Source: an optimization exercise on an open RTL-to-GDS flow (aim: small area, a short achievable clock period and few clock cycles). Production flows keep margins and buffers that such runs may drop.
At most, simulation tests tie the RTL to the original design; equivalence was not proved.
Power figures rest on the tool's default switching activity, not on a simulated workload.

v6:
==> flow/design.v (excerpt) <==
module c2b_rx (
    input  wire       clk,
    input  wire       rst,           
    input  wire       rx_valid,
    input  wire [8:0] rx_word,
    output wire       rx_ready,
    output wire       out_valid,
    output wire [7:0] out_data,
    output wire       out_sof,
    output wire       out_eof,
    output wire       err_crc,
    output wire       err_overrun
);
    localparam integer K  = 10;           
    localparam integer D  = 26;           
    localparam integer R  = K * D;        
    localparam integer IW = 4;            
    localparam integer PW = 5;            
    function [15:0] crc_byte;
        input [15:0] crc;
        input [7:0]  b;
        integer i;
        reg [15:0] c;
        begin
            c = crc ^ {b, 8'h00};
            for (i = 0; i < 8; i = i + 1)
                c = c[15] ? ((c << 1) ^ 16'h1021) : (c << 1);
            crc_byte = c;
        end
    endfunction
    reg  [7:0]   ring [0:R-1];
    reg  [K-1:0] wen;            
    reg  [7:0]   pw;             
    genvar gi;
    generate
        for (gi = 0; gi < R; gi = gi + 1) begin : g_ring
            if ((gi % D) == 1) begin : g_tap
                always @(posedge clk)
                    ring[gi] <= wen[gi / D] ? pw : ring[gi - 1];
            end else begin : g_pass
                always @(posedge clk)
                    ring[gi] <= ring[(gi + R - 1) % R];
            end
        end
    endgenerate
    reg        rst_q;
    reg        ready_r;
    reg        ovr_r, crc_r;     
    reg        open;             
    reg  [1:0] hcnt;             
    reg  [8:0] rem;              
    reg        nl;               
    reg        r2;               
    reg        pv;               
    reg        k_t;              
    reg        k_c;              
    reg        k_g;              
    reg        k_bad;            
    reg        k_m;              
    reg        k_d;              
    reg [15:0] crc;              
    reg        at;               
    reg        ac;               
    reg        fire;             
    reg [IW-1:0] ti, ci, hi;     
  ...
==> flow/config.mk <==
export PLATFORM = sky130hd
export DESIGN_NAME = c2b_rx
export DESIGN_NICKNAME = c2b_rx
export VERILOG_FILES = /design/flow/design.v
export SDC_FILE = /design/flow/constraint.sdc
export NUM_CORES = 4
export LEC_CHECK = 0
export CAP_MARGIN = 20
export CORE_MARGIN = 2
export CORE_UTILIZATION = 65
export CTS_CLUSTER_DIAMETER = 60
export CTS_CLUSTER_SIZE = 28
export PLACE_DENSITY = 0.75
export SLEW_MARGIN = 20
==> flow/constraint.sdc <==
create_clock -name core_clock -period 9.0 [get_ports {clk}]
set_input_delay 1.8000 -clock core_clock [delete_from_list [all_inputs] [get_ports {clk}]]
set_output_delay 1.8000 -clock core_clock [all_outputs]
set_load 0.01 [all_outputs]
standard.sh (not shown) runs the stock make flow with config.mk's settings and CLKGATE_MAP_FILE= SYNTH_SCRIPT=/design/flow/synth_recipe.tcl, a recipe that flattens the netlist after the stock synthesis.
==> flow/flow/run.sh <==
#!/bin/bash
# Standard layout (the standard.sh: ORFS synthesis through finish), with
# the port buffers made of plain buffers instead of the delay cells that
# buffer_ports picks by default, and timing repair aimed 6 ns below the
# clock period.
set -euo pipefail
export BUFFER_PORTS_ARGS="-buffer_cell sky130_fd_sc_hd__buf_4"
export SETUP_SLACK_MARGIN=6
bash standard.sh > standard.log 2>&1
[inputs] v7 vs v6
--- a/flow/design.v
+++ b/flow/design.v
@@ -117,16 +117,22 @@
     wire ovr    = ~mk & ~open;
     wire lo_ok  = (b == crc[7:0]) & (pw == crc[15:8]);
     wire n_pv   = (acc_i & ~ovr) | hold;
     wire n_kt   = acc_i ? ~(mk & open) : k_t;
     wire n_kc   = acc_i ?  (mk & open) : k_c;
     wire n_at   = n_pv & n_kt & n_alT & n_sp;
     wire n_ac   = n_pv & n_kc & n_alC & n_sp;
     integer k;
+    reg [7:0] tap_rd;
+    always @(*) begin
+        tap_rd = 8'd0;
+        for (k = 0; k < K; k = k + 1)
+            tap_rd = tap_rd | (ring[k * D] & {8{hi == k}});
+    end
     always @(posedge clk) begin
         rst_q   <= rst;
         ready_r <= ~rst & (rst_q | ~n_pv | n_at | n_ac);
         ovr_r   <= acc & ovr;
         crc_r   <= acc & ~mk & nl & ~lo_ok;
         if (acc_i) begin
             pw    <= b;
             k_m   <= mk;
@@ -150,25 +156,23 @@
                     rem  <= rem - 9'd1;
                     nl   <= r2;
                     r2   <= (rem == 9'd3);
                 end
             end
         end
         if ((at | ac) & (k_m | k_d))
             crc <= crc_byte(crc & {16{~k_m}}, pw);
-        for (k = 0; k < K; k = k + 1)
-            if (hi == k) od_r <= ring[k * D];
+        od_r  <= tap_rd;
         sof_r <= fire & (ohdr == 2'd0);
         eof_r <= fire & (ohdr == 2'd3) & (orem == 9'd1);
         ov_r  <= fire & ~rst & ~rst_q;
         if (fire) begin
             if (ohdr == 2'd2) begin
-                for (k = 0; k < K; k = k + 1)
-                    if (hi == k) orem <= {1'b0, ring[k * D]} + 9'd2;
+                orem <= {1'b0, tap_rd} + 9'd2;
             end else begin
                 orem <= orem - 9'd1;
             end
         end
         if (rst_q) begin
             pv    <= 1'b0;
             at    <= 1'b0;
             ac    <= 1'b0;
Notes after the runs:
Against v6 as the reference, v7 delivers a lower detail-routed net length per standard cell.
Going from v6 to v7, post-detailed-placement cell area now sits lower, area occupied by multi-input gates now sits lower, largest fanout on the critical path now sits at about the same level, number of unique standard cell types used by synthesis now sits higher, switching power now sits lower.
v7 vs v6 on initial antenna violation count: v7 is the higher one.
Lower share of power burned in the clock network goes to v7 over v6.
On layout overhead on the synthesized area, v6 and v7 are basically level.
Looking at v6 and v7, the combinational cell fraction of total power is a wash.
Function was not checked in any run of this note: the RTL went through the layout flow alone.


## beta
Another version of the RTL of c2b_rx (not shown whole).
Size in the first run: ~3200 cells after synthesis, ~2200 flip-flops, about 0.051 mm2 of cells after synthesis.
Settings: LEC_CHECK=0, CAP_MARGIN=20, CORE_MARGIN=2, CORE_UTILIZATION=65, CTS_CLUSTER_DIAMETER=60, CTS_CLUSTER_SIZE=28, PLACE_DENSITY=0.75, SLEW_MARGIN=20; clock period 9.0 ns.
Scripts as last shown in full above: flow/flow/run.sh
beta has completed all stages; timing, DRC and antenna checks passed.
--- input diff beta..gamma ---
--- a/flow/design.v
+++ b/flow/design.v
@@ -25,15 +25,15 @@
             c = crc ^ {b, 8'h00};
             for (i = 0; i < 8; i = i + 1)
                 c = c[15] ? ((c << 1) ^ 16'h1021) : (c << 1);
             crc_byte = c;
         end
     endfunction
     reg  [7:0]   ring [0:R-1];
-    wire [K-1:0] wen;            
+    reg  [K-1:0] wen;            
     reg  [7:0]   pw;             
     genvar gi;
     generate
         for (gi = 0; gi < R; gi = gi + 1) begin : g_ring
             if ((gi % D) == 1) begin : g_tap
                 always @(posedge clk)
                     ring[gi] <= wen[gi / D] ? pw : ring[gi - 1];
@@ -77,19 +77,14 @@
     wire t_end  = (tp == D - 1);
     wire c_end  = (cp == D - 1);
     wire h_end  = (hp == D - 1);
     wire commit = at & k_g & ~k_bad;
     wire rewind = at & k_g &  k_bad;
     wire adv    = at & ~rewind;          
     wire hold   = pv & ~(at | ac);
-    generate
-        for (gi = 0; gi < K; gi = gi + 1) begin : g_wen
-            assign wen[gi] = (at & (ti == gi)) | (ac & (ci == gi));
-        end
-    endgenerate
     function [IW+PW-1:0] pinc;
         input [IW-1:0] i;
         input [PW-1:0] p;
         begin
             if (p == D - 1)
                 pinc = {(i == K - 1) ? {IW{1'b0}} : i + 1'b1, {PW{1'b0}}};
             else
@@ -177,14 +172,15 @@
                 orem <= orem - 9'd1;
             end
         end
         if (rst_q) begin
             pv    <= 1'b0;
             at    <= 1'b0;
             ac    <= 1'b0;
+            wen   <= {K{1'b0}};
             fire  <= 1'b0;
             open  <= 1'b0;
             nl    <= 1'b0;
             r2    <= 1'b0;
             hcnt  <= 2'd0;
             ti <= 0; tp <= 0; ci <= 0; cp <= 0; hi <= 0; hp <= 0;
             occ   <= 9'd0;
@@ -192,14 +188,16 @@
             sp    <= 1'b1;
             sp2   <= 1'b1;
             ohdr  <= 2'd0;
         end else begin
             pv    <= n_pv;
             at    <= n_at;
             ac    <= n_ac;
+            for (k = 0; k < K; k = k + 1)
+                wen[k] <= (n_at & (n_t[IW+PW-1:PW] == k)) | (n_ac & (n_c[IW+PW-1:PW] == k));
             fire  <= (n_avail != 9'd0) & n_alH;
             {ti, tp} <= n_t;
             {ci, cp} <= n_c;
             {hi, hp} <= n_h;
             occ   <= n_occ;
             avail <= n_avail;
             sp    <= (n_occ <= R - 1);
--- outcome ---
gamma: flow completed, timing, DRC and antenna clean. Max-cap check violation count came out exactly the same in beta and gamma. Per the comparison of gamma with beta, fraction of power spent switching nets essentially unchanged; compound-cell area share of the yosys netlist shows no meaningful change; fraction of final layout cells sized beyond drive strength 1 has increased; static leakage power rose about 0.9%; final sequential cell count saw an increase. There was hardly any difference in area added between synthesis and finish between gamma and beta. The relative area of clock buffers and inverters in the final design number comes out lower for beta vs gamma. Compared with beta, cell count in gamma increased slightly. Compared with beta, gamma shows a higher net switching power. Combined area of the multi-input logic cells essentially unchanged between gamma and beta.
Testbench counts of gamma, summed over its fixed seeds: cycles 65,954.
The RTL of beta was laid out without a check of its function.

re-timing with driven ports:
Ports are ideal in the flow. The routed layouts listed here were re-timed in OpenROAD.
Step 1 assumes that a clkbuf_16 drives the clock port and a buf_2 every other input.
Step 2, shift: input delay + t, output delay - t, t = (earliest + latest rising clock arrival at the registers) / 2. This alone moves slack from input paths to output paths.
Three values: ideal, step 1, step 2; two values: the first two.
run | t, ns | slack for setup (ns) | worst register clock-pin slew, ns
v6 | 0.742 | 5.885 / 5.819 / 5.533 | 0.12 / 0.12
v7 | 0.744 | 6.014 / 5.950 / 5.430 | 0.11 / 0.11
beta | 0.734 | 6.003 / 5.939 / 5.664 | 0.11 / 0.11
gamma | 0.736 | 6.012 / 5.944 / 5.442 | 0.11 / 0.11
After both steps setup and hold are still met in every run listed. The setup slack of v7, which loses most, moves by -0.064 ns with the drivers and by -0.584 ns with both steps.
